This design comes from an exercise in tuning for small area, a short achievable clock period and few clock cycles on the open sky130 flow, not from production work.
RTL that was checked went through simulation tests only; none was proved equivalent to the original.
Power is estimated from default activity; no workload was simulated.

==> v19: inputs <==
## kb_report_encoder
module kb_report_encoder (
    input  wire        clk,
    input  wire        rst,
    input  wire        start,
    input  wire [95:0] deb,
    output wire        ready,
    output reg         done,
    output reg  [63:0] report,
    output wire        changed
);
Settings: LEC_CHECK=0, ABC_AREA=1, CAP_MARGIN=20, CORE_MARGIN=2, CORE_UTILIZATION=55, SETUP_SLACK_MARGIN=1.35, SLEW_MARGIN=20; clock period 5.0 ns.
standard.sh (not shown) runs the stock make flow with config.mk's settings and CLKGATE_MAP_FILE= SYNTH_SCRIPT=/design/flow/synth_recipe.tcl, a recipe that flattens the netlist after the stock synthesis.
==> flow/flow/run.sh <==
#!/bin/bash
# The standard layout (standard.sh), with every input and output port still
# buffered, but with a plain buffer cell (buf_1) instead of the resizer's
# default choice (a delay buffer, clkdlybuf4s50_1).
set -euo pipefail
export BUFFER_PORTS_ARGS="-buffer_cell sky130_fd_sc_hd__buf_1"
bash standard.sh > standard_flow.log 2>&1
==> v21: changes against v19 <==
--- a/flow/config.mk
+++ b/flow/config.mk
@@ -10,4 +10,5 @@
 export CORE_MARGIN = 2
 export CORE_UTILIZATION = 55
-export SETUP_SLACK_MARGIN = 1.35
+export PLACE_DENSITY = 0.8
+export SETUP_SLACK_MARGIN = 1.8
 export SLEW_MARGIN = 20
==> v3: changes against v19 <==
==> flow/flow/run.sh (replaced) <==
#!/bin/bash
# The standard layout (standard.sh), with two changes in how it is made:
#  - every input and output port is still buffered, but with a plain buffer
#    cell (buf_1) instead of the resizer's default choice (a delay buffer);
#  - synthesis maps the logic with flow/abc_area.script, an area-oriented ABC
#    script (dc2; dch -f; map -a), in place of ORFS's abc_area.script. The
#    rest of synthesis (synth_recipe.tcl, its registers and names) is unchanged.
set -euo pipefail
here=$(pwd)
rm -rf "$here/scripts_copy"
cp -r "$FLOW_HOME/scripts" "$here/scripts_copy"
cp "$here/flow/abc_area.script" "$here/scripts_copy/abc_area.script"
export SCRIPTS_DIR="$here/scripts_copy"
export BUFFER_PORTS_ARGS="-buffer_cell sky130_fd_sc_hd__buf_1"
bash standard.sh > standard_flow.log 2>&1
==> flow/flow/abc_area.script (new file) <==
strash
dc2
dch -f
map -a
topo
stime -c
buffer -c
upsize -c
dnsize -c
--- a/flow/config.mk
+++ b/flow/config.mk
@@ -10,4 +10,4 @@
 export CORE_MARGIN = 2
 export CORE_UTILIZATION = 55
-export SETUP_SLACK_MARGIN = 1.35
+export SETUP_SLACK_MARGIN = 1.6
 export SLEW_MARGIN = 20
==> v28: changes against v19 <==
--- a/flow/config.mk
+++ b/flow/config.mk
@@ -10,4 +10,4 @@
 export CORE_MARGIN = 2
 export CORE_UTILIZATION = 55
-export SETUP_SLACK_MARGIN = 1.35
+export SETUP_SLACK_MARGIN = 1.9
 export SLEW_MARGIN = 20
==> summary.txt <==
Final Power=2070 uW; clock latency (worst-skew pair)=360 ps; status=timing/DRC/antenna clean; drt via density=5.866; Final nets=1649; Syn-to-layout area delta=14.04%; FF-to-FF path depth=20; final wirelength=31220 um; Met2 Wirelength=12990 um; register area share after synthesis=0.2792; CTS resizes=2
the above is filed under v19

==> summary.txt <==
Syn-to-layout area delta=26.49%; Met2 Wirelength=15030 um; drt via density=5.996; post-layout util=0.7145; FF-to-FF path depth=22; Final Power=2271 uW; fin crit period=3185 ps; max_slew headroom=0.2656; die area=15920 sq um; Final nets=1687; Clock net power=820 uW; final wirelength=34470 um; CTS resizes=83; status=timing/DRC/antenna clean
the above is filed under v21

==> summary.txt <==
status=timing/DRC/antenna clean; Syn-to-layout area delta=25.89%; Final Power=2108 uW; Met2 Wirelength=14450 um; drt via density=5.955; CTS resizes=81; clock latency (worst-skew pair)=360 ps; FF-to-FF path depth=18; Final nets=1690; Pwr top=sequential cells; final wirelength=33360 um; register area share after synthesis=0.2792
the above is filed under v28

==> summary.txt <==
status=timing/DRC/antenna clean; multi-input gates=850; Met2 Wirelength=17530 um; Final nets=1551; Largest register FFs=56; wire per inst=25.29 um; register area share after synthesis=0.2981; drt via density=6.906; placed instance area=8680 sq um; final wirelength=41370 um; Hold WC Path Type=flop to flop; Syn-to-layout area delta=41.42%; Final Power=2248 uW; CTS tree=yes
the above is filed under v3

Testbench counts of v19, summed over its fixed seeds: cycles 5,590.
Testbench counts of v21, summed over its fixed seeds: cycles 5,590.
Testbench counts of v3, summed over its fixed seeds: cycles 5,590.
Testbench counts of v28, summed over its fixed seeds: cycles 5,590.


==> try-zinc: inputs <==
Another version of the RTL of kb_report_encoder (not shown whole).
clock: 5.0 ns
lec_check: 0
abc_area: 1
cap_margin: 20
core_margin: 2
core_utilization: 55
setup_slack_margin: 1.6
slew_margin: 20
==> flow/flow/run.sh <==
#!/bin/bash
# The standard layout (standard.sh), with every input and output port still
# buffered, but with a plain buffer cell (buf_1) instead of the resizer's
# default choice (a delay buffer, clkdlybuf4s50_1).
set -euo pipefail
export BUFFER_PORTS_ARGS="-buffer_cell sky130_fd_sc_hd__buf_1"
bash standard.sh > standard_flow.log 2>&1
==> try-harbor: changes against try-zinc <==
--- a/flow/design.v
+++ b/flow/design.v
@@ -669,70 +669,49 @@
     assign code[6] = (r0 & lc0_6) | (r1 & lc1_6) | (r2 & lc2_6) | (r3 & lc3_6) | (r4 & lc4_6) | (r5 & lc5_6) | (r6 & lc6_6) | (r7 & lc7_6) | (r8 & lc8_6) | (r9 & lc9_6) | (r10 & lc10_6) | (r11 & lc11_6) | (r12 & lc12_6);
     assign code[7] = (r0 & lc0_7) | (r1 & lc1_7) | (r2 & lc2_7) | (r3 & lc3_7) | (r4 & lc4_7) | (r5 & lc5_7) | (r6 & lc6_7) | (r7 & lc7_7) | (r8 & lc8_7) | (r9 & lc9_7) | (r10 & lc10_7) | (r11 & lc11_7) | (r12 & lc12_7);
     wire qn1 = (r0 & af0_1) | (r1 & af1_1) | (r2 & af2_1) | (r3 & af3_1) | (r4 & af4_1) | (r5 & af5_1) | (r6 & af6_1) | (r7 & af7_1) | (r8 & af8_1) | (r9 & af9_1) | (r10 & af10_1) | (r11 & af11_1) | (r12 & af12_1);
     wire qn2 = (r0 & af0_2) | (r1 & af1_2) | (r2 & af2_2) | (r3 & af3_2) | (r4 & af4_2) | (r5 & af5_2) | (r6 & af6_2) | (r7 & af7_2) | (r8 & af8_2) | (r9 & af9_2) | (r10 & af10_2) | (r11 & af11_2) | (r12 & af12_2);
     wire qn3 = (r0 & af0_3) | (r1 & af1_3) | (r2 & af2_3) | (r3 & af3_3) | (r4 & af4_3) | (r5 & af5_3) | (r6 & af6_3) | (r7 & af7_3) | (r8 & af8_3) | (r9 & af9_3) | (r10 & af10_3) | (r11 & af11_3) | (r12 & af12_3);
     wire qn4 = (r0 & af0_4) | (r1 & af1_4) | (r2 & af2_4) | (r3 & af3_4) | (r4 & af4_4) | (r5 & af5_4) | (r6 & af6_4) | (r7 & af7_4) | (r8 & af8_4) | (r9 & af9_4) | (r10 & af10_4) | (r11 & af11_4) | (r12 & af12_4);
     wire qn5 = (r0 & af0_5) | (r1 & af1_5) | (r2 & af2_5) | (r3 & af3_5) | (r4 & af4_5) | (r5 & af5_5) | (r6 & af6_5) | (r7 & af7_5) | (r8 & af8_5) | (r9 & af9_5) | (r10 & af10_5) | (r11 & af11_5) | (r12 & af12_5);
-    wire tc1_1 = a0 | a1;
-    wire tc1_2 = (a0 & a1);
-    wire tc2_1 = a2 | a3;
-    wire tc2_2 = (a2 & a3);
-    wire tc3_1 = a4 | a5;
-    wire tc3_2 = (a4 & a5);
-    wire tc4_1 = a6 | a7;
-    wire tc4_2 = (a6 & a7);
-    wire tc5_1 = a8 | a9;
-    wire tc5_2 = (a8 & a9);
-    wire tc6_1 = a10 | a11;
-    wire tc6_2 = (a10 & a11);
-    wire tc7_1 = tc1_1 | tc2_1;
-    wire tc7_2 = tc1_2 | tc2_2 | (tc1_1 & tc2_1);
-    wire tc7_3 = (tc1_1 & tc2_2) | (tc1_2 & tc2_1);
-    wire tc7_4 = (tc1_2 & tc2_2);
-    wire tc8_1 = tc3_1 | tc4_1;
-    wire tc8_2 = tc3_2 | tc4_2 | (tc3_1 & tc4_1);
-    wire tc8_3 = (tc3_1 & tc4_2) | (tc3_2 & tc4_1);
-    wire tc8_4 = (tc3_2 & tc4_2);
-    wire tc9_1 = tc5_1 | tc6_1;
-    wire tc9_2 = tc5_2 | tc6_2 | (tc5_1 & tc6_1);
-    wire tc9_3 = (tc5_1 & tc6_2) | (tc5_2 & tc6_1);
-    wire tc9_4 = (tc5_2 & tc6_2);
-    wire tc10_1 = tc7_1 | tc8_1;
-    wire tc10_2 = tc7_2 | tc8_2 | (tc7_1 & tc8_1);
-    wire tc10_3 = tc7_3 | tc8_3 | (tc7_1 & tc8_2) | (tc7_2 & tc8_1);
-    wire tc10_4 = tc7_4 | tc8_4 | (tc7_1 & tc8_3) | (tc7_2 & tc8_2) | (tc7_3 & tc8_1);
-    wire tc10_5 = (tc7_1 & tc8_4) | (tc7_2 & tc8_3) | (tc7_3 & tc8_2) | (tc7_4 & tc8_1);
-    wire tc10_6 = (tc7_2 & tc8_4) | (tc7_3 & tc8_3) | (tc7_4 & tc8_2);
-    wire tc10_7 = (tc7_3 & tc8_4) | (tc7_4 & tc8_3);
-    wire tc11_1 = tc9_1 | a12;
-    wire tc11_2 = tc9_2 | (tc9_1 & a12);
-    wire tc11_3 = tc9_3 | (tc9_2 & a12);
-    wire tc11_4 = tc9_4 | (tc9_3 & a12);
-    wire tc11_5 = (tc9_4 & a12);
-    wire tc12_1 = tc10_1 | tc11_1;
-    wire tc12_2 = tc10_2 | tc11_2 | (tc10_1 & tc11_1);
-    wire tc12_3 = tc10_3 | tc11_3 | (tc10_1 & tc11_2) | (tc10_2 & tc11_1);
-    wire tc12_4 = tc10_4 | tc11_4 | (tc10_1 & tc11_3) | (tc10_2 & tc11_2) | (tc10_3 & tc11_1);
-    wire tc12_5 = tc10_5 | tc11_5 | (tc10_1 & tc11_4) | (tc10_2 & tc11_3) | (tc10_3 & tc11_2) | (tc10_4 & tc11_1);
-    wire tc12_6 = tc10_6 | (tc10_1 & tc11_5) | (tc10_2 & tc11_4) | (tc10_3 & tc11_3) | (tc10_4 & tc11_2) | (tc10_5 & tc11_1);
-    wire tc12_7 = tc10_7 | (tc10_2 & tc11_5) | (tc10_3 & tc11_4) | (tc10_4 & tc11_3) | (tc10_5 & tc11_2) | (tc10_6 & tc11_1);
-    wire more = tc12_2 | d0 | d1 | d2 | d3 | d4 | d5 | d6 | d7 | d8 | d9 | d10 | d11 | d12;
-    wire early = ((ph == 3'd0) & tc12_7) | ((ph == 3'd1) & tc12_6) | ((ph == 3'd2) & tc12_5) | ((ph == 3'd3) & tc12_4) | ((ph == 3'd4) & tc12_3);
+    wire tb1_1 = a0 | a1;
+    wire tb2_1 = (a0 & a1);
+    wire tb1_2 = a2 | a3;
+    wire tb2_2 = (a2 & a3);
+    wire tb1_3 = a4 | a5;
+    wire tb2_3 = (a4 & a5);
+    wire tb1_4 = a6 | a7;
+    wire tb2_4 = (a6 & a7);
+    wire tb1_5 = a8 | a9;
+    wire tb2_5 = (a8 & a9);
+    wire tb1_6 = a10 | a11;
+    wire tb2_6 = (a10 & a11);
+    wire tb1_7 = tb1_1 | tb1_2;
+    wire tb2_7 = (tb1_1 & tb1_2) | tb2_1 | tb2_2;
+    wire tb1_8 = tb1_3 | tb1_4;
+    wire tb2_8 = (tb1_3 & tb1_4) | tb2_3 | tb2_4;
+    wire tb1_9 = tb1_5 | tb1_6;
+    wire tb2_9 = (tb1_5 & tb1_6) | tb2_5 | tb2_6;
+    wire tb1_10 = tb1_7 | tb1_8;
+    wire tb2_10 = (tb1_7 & tb1_8) | tb2_7 | tb2_8;
+    wire tb1_11 = tb1_9 | a12;
+    wire tb2_11 = (tb1_9 & a12) | tb2_9;
+    wire tb1_12 = tb1_10 | tb1_11;
+    wire tb2_12 = (tb1_10 & tb1_11) | tb2_10 | tb2_11;
+    wire more = tb2_12 | d0 | d1 | d2 | d3 | d4 | d5 | d6 | d7 | d8 | d9 | d10 | d11 | d12;
     wire [7:0] mods = ({8{deb[4]}} & (L ? 8'h20 : 8'h02)) | ({8{deb[5]}} & 8'h01) | ({8{deb[11]}} & 8'h08) | ({8{deb[17]}} & 8'h04) | ({8{deb[59]}} & 8'h40) | ({8{deb[65]}} & 8'h80) | ({8{deb[71]}} & 8'h10) | ({8{deb[82]}} & 8'h20);
     wire any9 = deb[10] | deb[12] | deb[13] | deb[14] | deb[15] | deb[16] | deb[18] | deb[19] | deb[20] | deb[21] | deb[24] | deb[25] | deb[26] | deb[27] | deb[28] | deb[30] | deb[31] | deb[32] | deb[33] | deb[34] | deb[36] | deb[37] | deb[38] | deb[39] | deb[40] | deb[42] | deb[43] | deb[44] | deb[45] | deb[46] | deb[48] | deb[49] | deb[50] | deb[51] | deb[52] | deb[54] | deb[55] | deb[56] | deb[57] | deb[58] | deb[60] | deb[61] | deb[62] | deb[63] | deb[64] | deb[66] | deb[67] | deb[68] | deb[69] | deb[72] | deb[73] | deb[74] | deb[77] | deb[78] | deb[79] | deb[80] | deb[81] | deb[83] | deb[84] | deb[85] | deb[88] | deb[89] | deb[91] | deb[92] | deb[93];
     wire any90 = deb[91] | deb[92] | deb[93];
     wire sent = L & (deb[0] | deb[9] | deb[90]);
     wire [7:0] sbyte = deb[90] ? (any90 ? 8'h01 : 8'h02) :
                        deb[9]  ? (any9  ? 8'h01 : 8'h03) : 8'h01;
     wire [2:0] phe = ph;    
-    reg  earlyq;
-    wire ovf    = (more & (phe == 3'd5)) | (busy & earlyq);
+    wire ovf    = more & (phe == 3'd5);
     wire fill   = (p0 & sent) | ovf;
-    wire [7:0] fb = (p0 & sent) ? sbyte : 8'h01;
+    wire [7:0] fb = ovf ? 8'h01 : sbyte;
     wire finish = fill | ~more;
     assign cont = active & ~finish;
     wire [7:0] old [0:5];
     reg  [5:0] en;
     reg  [7:0] d [0:5];
     integer s;
     always @(*) begin
@@ -748,27 +727,27 @@
     wire dmods = (mods != report[7:0]);
     reg  [7:0] old_ph;    
     reg  dfill, dzero, old_not01;
     always @(*) begin
         old_ph = 8'h00; dfill = 1'b0; dzero = 1'b0; old_not01 = 1'b0;
         for (s = 0; s < 6; s = s + 1) begin
             old_ph    = old_ph | ({8{phe == s}} & old[s]);
-            dfill     = dfill | ((phe <= s) & (old[s] != fb));
+            dfill     = dfill | (old[s] != fb);
             dzero     = dzero | ((phe < s) & (old[s] != 8'h00));
             old_not01 = old_not01 | ((phe == s) & (old[s] != 8'h01));
         end
     end
     reg  [1:0] xr;
     wire [7:0] xc = code ^ old_ph;
     reg        chg_r;
     wire xdiff = |xr;
     wire cmpen = ~fill & ~(p0 & ~valid);
-    wire enow = (p0 & dmods) | (finish & dzero);
+    wire enow = (p0 & dmods) | (fill ? dfill : (finish & dzero));
     wire nz   = (mods != 8'h00) | sent | any;
-    wire chg_fin = fill ? ((p0 ? (valid ? dmods : 1'b1) : diffb) | dfill) :
+    wire chg_fin = ovf ? (diffb | old_not01) :
                    p0  ? (valid ? enow : nz) : (diffa | xdiff | enow);
     assign changed = chg_r | xdiff;
     assign ready = ~busy;
     always @(posedge clk) begin
         if (rst) begin
             busy  <= 1'b0;
             done  <= 1'b0;
@@ -777,15 +756,14 @@
             done <= active & finish;
             busy <= active & ~finish;
             if (active & p0) valid <= 1'b1;
         end
         ph  <= (rst | ~cont) ? 3'd0 : phe + 3'd1;
         gtr <= (rst | ~cont) ? {13{1'b1}} : P[12:0];
         qst <= {qn5,qn4,qn3,qn2,qn1};
-        earlyq <= early;
         xr  <= (active & cmpen) ? {|xc[7:4], |xc[3:0]} : 2'b00;
         if (active) begin
             if (p0) report[7:0] <= mods;
             for (s = 0; s < 6; s = s + 1)
                 if (en[s]) report[16 + 8*s +: 8] <= d[s];
             report[15:8] <= 8'h00;
             chg_r <= chg_fin;
Settings changed: PLACE_DENSITY from default to 0.8, SETUP_SLACK_MARGIN 1.6 to 1.5.
==> try-raven: changes against try-zinc <==
--- a/flow/design.v
+++ b/flow/design.v
@@ -669,70 +669,49 @@
     assign code[6] = (r0 & lc0_6) | (r1 & lc1_6) | (r2 & lc2_6) | (r3 & lc3_6) | (r4 & lc4_6) | (r5 & lc5_6) | (r6 & lc6_6) | (r7 & lc7_6) | (r8 & lc8_6) | (r9 & lc9_6) | (r10 & lc10_6) | (r11 & lc11_6) | (r12 & lc12_6);
     assign code[7] = (r0 & lc0_7) | (r1 & lc1_7) | (r2 & lc2_7) | (r3 & lc3_7) | (r4 & lc4_7) | (r5 & lc5_7) | (r6 & lc6_7) | (r7 & lc7_7) | (r8 & lc8_7) | (r9 & lc9_7) | (r10 & lc10_7) | (r11 & lc11_7) | (r12 & lc12_7);
     wire qn1 = (r0 & af0_1) | (r1 & af1_1) | (r2 & af2_1) | (r3 & af3_1) | (r4 & af4_1) | (r5 & af5_1) | (r6 & af6_1) | (r7 & af7_1) | (r8 & af8_1) | (r9 & af9_1) | (r10 & af10_1) | (r11 & af11_1) | (r12 & af12_1);
     wire qn2 = (r0 & af0_2) | (r1 & af1_2) | (r2 & af2_2) | (r3 & af3_2) | (r4 & af4_2) | (r5 & af5_2) | (r6 & af6_2) | (r7 & af7_2) | (r8 & af8_2) | (r9 & af9_2) | (r10 & af10_2) | (r11 & af11_2) | (r12 & af12_2);
     wire qn3 = (r0 & af0_3) | (r1 & af1_3) | (r2 & af2_3) | (r3 & af3_3) | (r4 & af4_3) | (r5 & af5_3) | (r6 & af6_3) | (r7 & af7_3) | (r8 & af8_3) | (r9 & af9_3) | (r10 & af10_3) | (r11 & af11_3) | (r12 & af12_3);
     wire qn4 = (r0 & af0_4) | (r1 & af1_4) | (r2 & af2_4) | (r3 & af3_4) | (r4 & af4_4) | (r5 & af5_4) | (r6 & af6_4) | (r7 & af7_4) | (r8 & af8_4) | (r9 & af9_4) | (r10 & af10_4) | (r11 & af11_4) | (r12 & af12_4);
     wire qn5 = (r0 & af0_5) | (r1 & af1_5) | (r2 & af2_5) | (r3 & af3_5) | (r4 & af4_5) | (r5 & af5_5) | (r6 & af6_5) | (r7 & af7_5) | (r8 & af8_5) | (r9 & af9_5) | (r10 & af10_5) | (r11 & af11_5) | (r12 & af12_5);
-    wire tc1_1 = a0 | a1;
-    wire tc1_2 = (a0 & a1);
-    wire tc2_1 = a2 | a3;
-    wire tc2_2 = (a2 & a3);
-    wire tc3_1 = a4 | a5;
-    wire tc3_2 = (a4 & a5);
-    wire tc4_1 = a6 | a7;
-    wire tc4_2 = (a6 & a7);
-    wire tc5_1 = a8 | a9;
-    wire tc5_2 = (a8 & a9);
-    wire tc6_1 = a10 | a11;
-    wire tc6_2 = (a10 & a11);
-    wire tc7_1 = tc1_1 | tc2_1;
-    wire tc7_2 = tc1_2 | tc2_2 | (tc1_1 & tc2_1);
-    wire tc7_3 = (tc1_1 & tc2_2) | (tc1_2 & tc2_1);
-    wire tc7_4 = (tc1_2 & tc2_2);
-    wire tc8_1 = tc3_1 | tc4_1;
-    wire tc8_2 = tc3_2 | tc4_2 | (tc3_1 & tc4_1);
-    wire tc8_3 = (tc3_1 & tc4_2) | (tc3_2 & tc4_1);
-    wire tc8_4 = (tc3_2 & tc4_2);
-    wire tc9_1 = tc5_1 | tc6_1;
-    wire tc9_2 = tc5_2 | tc6_2 | (tc5_1 & tc6_1);
-    wire tc9_3 = (tc5_1 & tc6_2) | (tc5_2 & tc6_1);
-    wire tc9_4 = (tc5_2 & tc6_2);
-    wire tc10_1 = tc7_1 | tc8_1;
-    wire tc10_2 = tc7_2 | tc8_2 | (tc7_1 & tc8_1);
-    wire tc10_3 = tc7_3 | tc8_3 | (tc7_1 & tc8_2) | (tc7_2 & tc8_1);
-    wire tc10_4 = tc7_4 | tc8_4 | (tc7_1 & tc8_3) | (tc7_2 & tc8_2) | (tc7_3 & tc8_1);
-    wire tc10_5 = (tc7_1 & tc8_4) | (tc7_2 & tc8_3) | (tc7_3 & tc8_2) | (tc7_4 & tc8_1);
-    wire tc10_6 = (tc7_2 & tc8_4) | (tc7_3 & tc8_3) | (tc7_4 & tc8_2);
-    wire tc10_7 = (tc7_3 & tc8_4) | (tc7_4 & tc8_3);
-    wire tc11_1 = tc9_1 | a12;
-    wire tc11_2 = tc9_2 | (tc9_1 & a12);
-    wire tc11_3 = tc9_3 | (tc9_2 & a12);
-    wire tc11_4 = tc9_4 | (tc9_3 & a12);
-    wire tc11_5 = (tc9_4 & a12);
-    wire tc12_1 = tc10_1 | tc11_1;
-    wire tc12_2 = tc10_2 | tc11_2 | (tc10_1 & tc11_1);
-    wire tc12_3 = tc10_3 | tc11_3 | (tc10_1 & tc11_2) | (tc10_2 & tc11_1);
-    wire tc12_4 = tc10_4 | tc11_4 | (tc10_1 & tc11_3) | (tc10_2 & tc11_2) | (tc10_3 & tc11_1);
-    wire tc12_5 = tc10_5 | tc11_5 | (tc10_1 & tc11_4) | (tc10_2 & tc11_3) | (tc10_3 & tc11_2) | (tc10_4 & tc11_1);
-    wire tc12_6 = tc10_6 | (tc10_1 & tc11_5) | (tc10_2 & tc11_4) | (tc10_3 & tc11_3) | (tc10_4 & tc11_2) | (tc10_5 & tc11_1);
-    wire tc12_7 = tc10_7 | (tc10_2 & tc11_5) | (tc10_3 & tc11_4) | (tc10_4 & tc11_3) | (tc10_5 & tc11_2) | (tc10_6 & tc11_1);
-    wire more = tc12_2 | d0 | d1 | d2 | d3 | d4 | d5 | d6 | d7 | d8 | d9 | d10 | d11 | d12;
-    wire early = ((ph == 3'd0) & tc12_7) | ((ph == 3'd1) & tc12_6) | ((ph == 3'd2) & tc12_5) | ((ph == 3'd3) & tc12_4) | ((ph == 3'd4) & tc12_3);
+    wire tb1_1 = a0 | a1;
+    wire tb2_1 = (a0 & a1);
+    wire tb1_2 = a2 | a3;
+    wire tb2_2 = (a2 & a3);
+    wire tb1_3 = a4 | a5;
+    wire tb2_3 = (a4 & a5);
+    wire tb1_4 = a6 | a7;
+    wire tb2_4 = (a6 & a7);
+    wire tb1_5 = a8 | a9;
+    wire tb2_5 = (a8 & a9);
+    wire tb1_6 = a10 | a11;
+    wire tb2_6 = (a10 & a11);
+    wire tb1_7 = tb1_1 | tb1_2;
+    wire tb2_7 = (tb1_1 & tb1_2) | tb2_1 | tb2_2;
+    wire tb1_8 = tb1_3 | tb1_4;
+    wire tb2_8 = (tb1_3 & tb1_4) | tb2_3 | tb2_4;
+    wire tb1_9 = tb1_5 | tb1_6;
+    wire tb2_9 = (tb1_5 & tb1_6) | tb2_5 | tb2_6;
+    wire tb1_10 = tb1_7 | tb1_8;
+    wire tb2_10 = (tb1_7 & tb1_8) | tb2_7 | tb2_8;
+    wire tb1_11 = tb1_9 | a12;
+    wire tb2_11 = (tb1_9 & a12) | tb2_9;
+    wire tb1_12 = tb1_10 | tb1_11;
+    wire tb2_12 = (tb1_10 & tb1_11) | tb2_10 | tb2_11;
+    wire more = tb2_12 | d0 | d1 | d2 | d3 | d4 | d5 | d6 | d7 | d8 | d9 | d10 | d11 | d12;
     wire [7:0] mods = ({8{deb[4]}} & (L ? 8'h20 : 8'h02)) | ({8{deb[5]}} & 8'h01) | ({8{deb[11]}} & 8'h08) | ({8{deb[17]}} & 8'h04) | ({8{deb[59]}} & 8'h40) | ({8{deb[65]}} & 8'h80) | ({8{deb[71]}} & 8'h10) | ({8{deb[82]}} & 8'h20);
     wire any9 = deb[10] | deb[12] | deb[13] | deb[14] | deb[15] | deb[16] | deb[18] | deb[19] | deb[20] | deb[21] | deb[24] | deb[25] | deb[26] | deb[27] | deb[28] | deb[30] | deb[31] | deb[32] | deb[33] | deb[34] | deb[36] | deb[37] | deb[38] | deb[39] | deb[40] | deb[42] | deb[43] | deb[44] | deb[45] | deb[46] | deb[48] | deb[49] | deb[50] | deb[51] | deb[52] | deb[54] | deb[55] | deb[56] | deb[57] | deb[58] | deb[60] | deb[61] | deb[62] | deb[63] | deb[64] | deb[66] | deb[67] | deb[68] | deb[69] | deb[72] | deb[73] | deb[74] | deb[77] | deb[78] | deb[79] | deb[80] | deb[81] | deb[83] | deb[84] | deb[85] | deb[88] | deb[89] | deb[91] | deb[92] | deb[93];
     wire any90 = deb[91] | deb[92] | deb[93];
     wire sent = L & (deb[0] | deb[9] | deb[90]);
     wire [7:0] sbyte = deb[90] ? (any90 ? 8'h01 : 8'h02) :
                        deb[9]  ? (any9  ? 8'h01 : 8'h03) : 8'h01;
     wire [2:0] phe = ph;    
-    reg  earlyq;
-    wire ovf    = (more & (phe == 3'd5)) | (busy & earlyq);
+    wire ovf    = more & (phe == 3'd5);
     wire fill   = (p0 & sent) | ovf;
-    wire [7:0] fb = (p0 & sent) ? sbyte : 8'h01;
+    wire [7:0] fb = ovf ? 8'h01 : sbyte;
     wire finish = fill | ~more;
     assign cont = active & ~finish;
     wire [7:0] old [0:5];
     reg  [5:0] en;
     reg  [7:0] d [0:5];
     integer s;
     always @(*) begin
@@ -748,27 +727,27 @@
     wire dmods = (mods != report[7:0]);
     reg  [7:0] old_ph;    
     reg  dfill, dzero, old_not01;
     always @(*) begin
         old_ph = 8'h00; dfill = 1'b0; dzero = 1'b0; old_not01 = 1'b0;
         for (s = 0; s < 6; s = s + 1) begin
             old_ph    = old_ph | ({8{phe == s}} & old[s]);
-            dfill     = dfill | ((phe <= s) & (old[s] != fb));
+            dfill     = dfill | (old[s] != fb);
             dzero     = dzero | ((phe < s) & (old[s] != 8'h00));
             old_not01 = old_not01 | ((phe == s) & (old[s] != 8'h01));
         end
     end
     reg  [1:0] xr;
     wire [7:0] xc = code ^ old_ph;
     reg        chg_r;
     wire xdiff = |xr;
     wire cmpen = ~fill & ~(p0 & ~valid);
-    wire enow = (p0 & dmods) | (finish & dzero);
+    wire enow = (p0 & dmods) | (fill ? dfill : (finish & dzero));
     wire nz   = (mods != 8'h00) | sent | any;
-    wire chg_fin = fill ? ((p0 ? (valid ? dmods : 1'b1) : diffb) | dfill) :
+    wire chg_fin = ovf ? (diffb | old_not01) :
                    p0  ? (valid ? enow : nz) : (diffa | xdiff | enow);
     assign changed = chg_r | xdiff;
     assign ready = ~busy;
     always @(posedge clk) begin
         if (rst) begin
             busy  <= 1'b0;
             done  <= 1'b0;
@@ -777,15 +756,14 @@
             done <= active & finish;
             busy <= active & ~finish;
             if (active & p0) valid <= 1'b1;
         end
         ph  <= (rst | ~cont) ? 3'd0 : phe + 3'd1;
         gtr <= (rst | ~cont) ? {13{1'b1}} : P[12:0];
         qst <= {qn5,qn4,qn3,qn2,qn1};
-        earlyq <= early;
         xr  <= (active & cmpen) ? {|xc[7:4], |xc[3:0]} : 2'b00;
         if (active) begin
             if (p0) report[7:0] <= mods;
             for (s = 0; s < 6; s = s + 1)
                 if (en[s]) report[16 + 8*s +: 8] <= d[s];
             report[15:8] <= 8'h00;
             chg_r <= chg_fin;
Settings changed: PLACE_DENSITY from default to 0.9.
==> metrics.md <==
| Metric | Value |
|---|---|
| Outcome | timing/DRC/antenna clean |
| Netlist cell types | 56 |
| Slew at the pin closest to its max-slew limit | approximately 1.2 ns |
| Switching share of power | between 30% and 40% |
| Routing usage on met3 | 8.52% |
| Std-Cell Rows | 47 |
| Hold path depth | 1 |
-- figures above: try-zinc

==> metrics.md <==
| Metric | Value |
|---|---|
| Netlist cell types | between 50 and 60 |
| Hold path depth | 2 |
| Slew at the pin closest to its max-slew limit | around 1.1 ns |
| Routing usage on met3 | 8.33% |
| Outcome | timing/DRC/antenna clean |
-- figures above: try-raven

==> metrics.md <==
| Metric | Value |
|---|---|
| Slew at the pin closest to its max-slew limit | approximately 1.1 ns |
| Switching share of power | 36.3% |
| Std-Cell Rows | 44 |
| Netlist cell types | between 50 and 60 |
| Outcome | timing/DRC/antenna clean |
-- figures above: try-harbor

Testbench counts of try-harbor, summed over its fixed seeds: cycles 5,590.
Testbench counts of try-raven, summed over its fixed seeds: cycles 5,590.
For try-zinc, only the layout was checked, not whether the RTL still works.

## afterwards: timing with drivers on the ports
No port has a modelled driver above. Below, the same layouts with a new extraction and two added sets of constraints. Step 1 assumes that a clkbuf_16 drives the clock port and a buf_2 every other input. Step 2 moves the port delays by t, midway between the first and last clock arrival at a register: inputs arrive t later, outputs are due t later. That takes back most of the time a late clock gives input paths. a / b / c = no drivers / after step 1 / after step 2; a / b = the first two.
| run | t, ns | slack for setup (ns) | hold WS [ns] | worst setup path after step 2 |
|---|---|---|---|---|
| v19 | 0.396 | 1.480 / 1.500 / 1.104 | 0.538 / 0.538 / 0.538 | input to register |
| v21 | 0.390 | 1.815 / 1.837 / 1.447 | 0.527 / 0.527 / 0.527 | input to register |
| v3 | 0.406 | 0.334 / 0.334 / -0.011 | 0.547 / 0.547 / 0.547 | input to register |
| v28 | 0.394 | 1.750 / 1.771 / 1.377 | 0.567 / 0.567 / 0.567 | input to register |
| try-zinc | 0.406 | 1.656 / 1.678 / 1.271 | 0.502 / 0.502 / 0.502 | input to register |
| try-harbor | 0.395 | 1.516 / 1.537 / 1.143 | 0.537 / 0.537 / 0.537 | input to register |
| try-raven | 0.393 | 1.651 / 1.670 / 1.278 | 0.545 / 0.545 / 0.545 | input to register |
Met with ideal ports but missed after step 2: setup timing in v3. For try-zinc, which loses most, drivers alone change the setup slack by +0.022 ns; drivers and shift together by -0.385 ns.
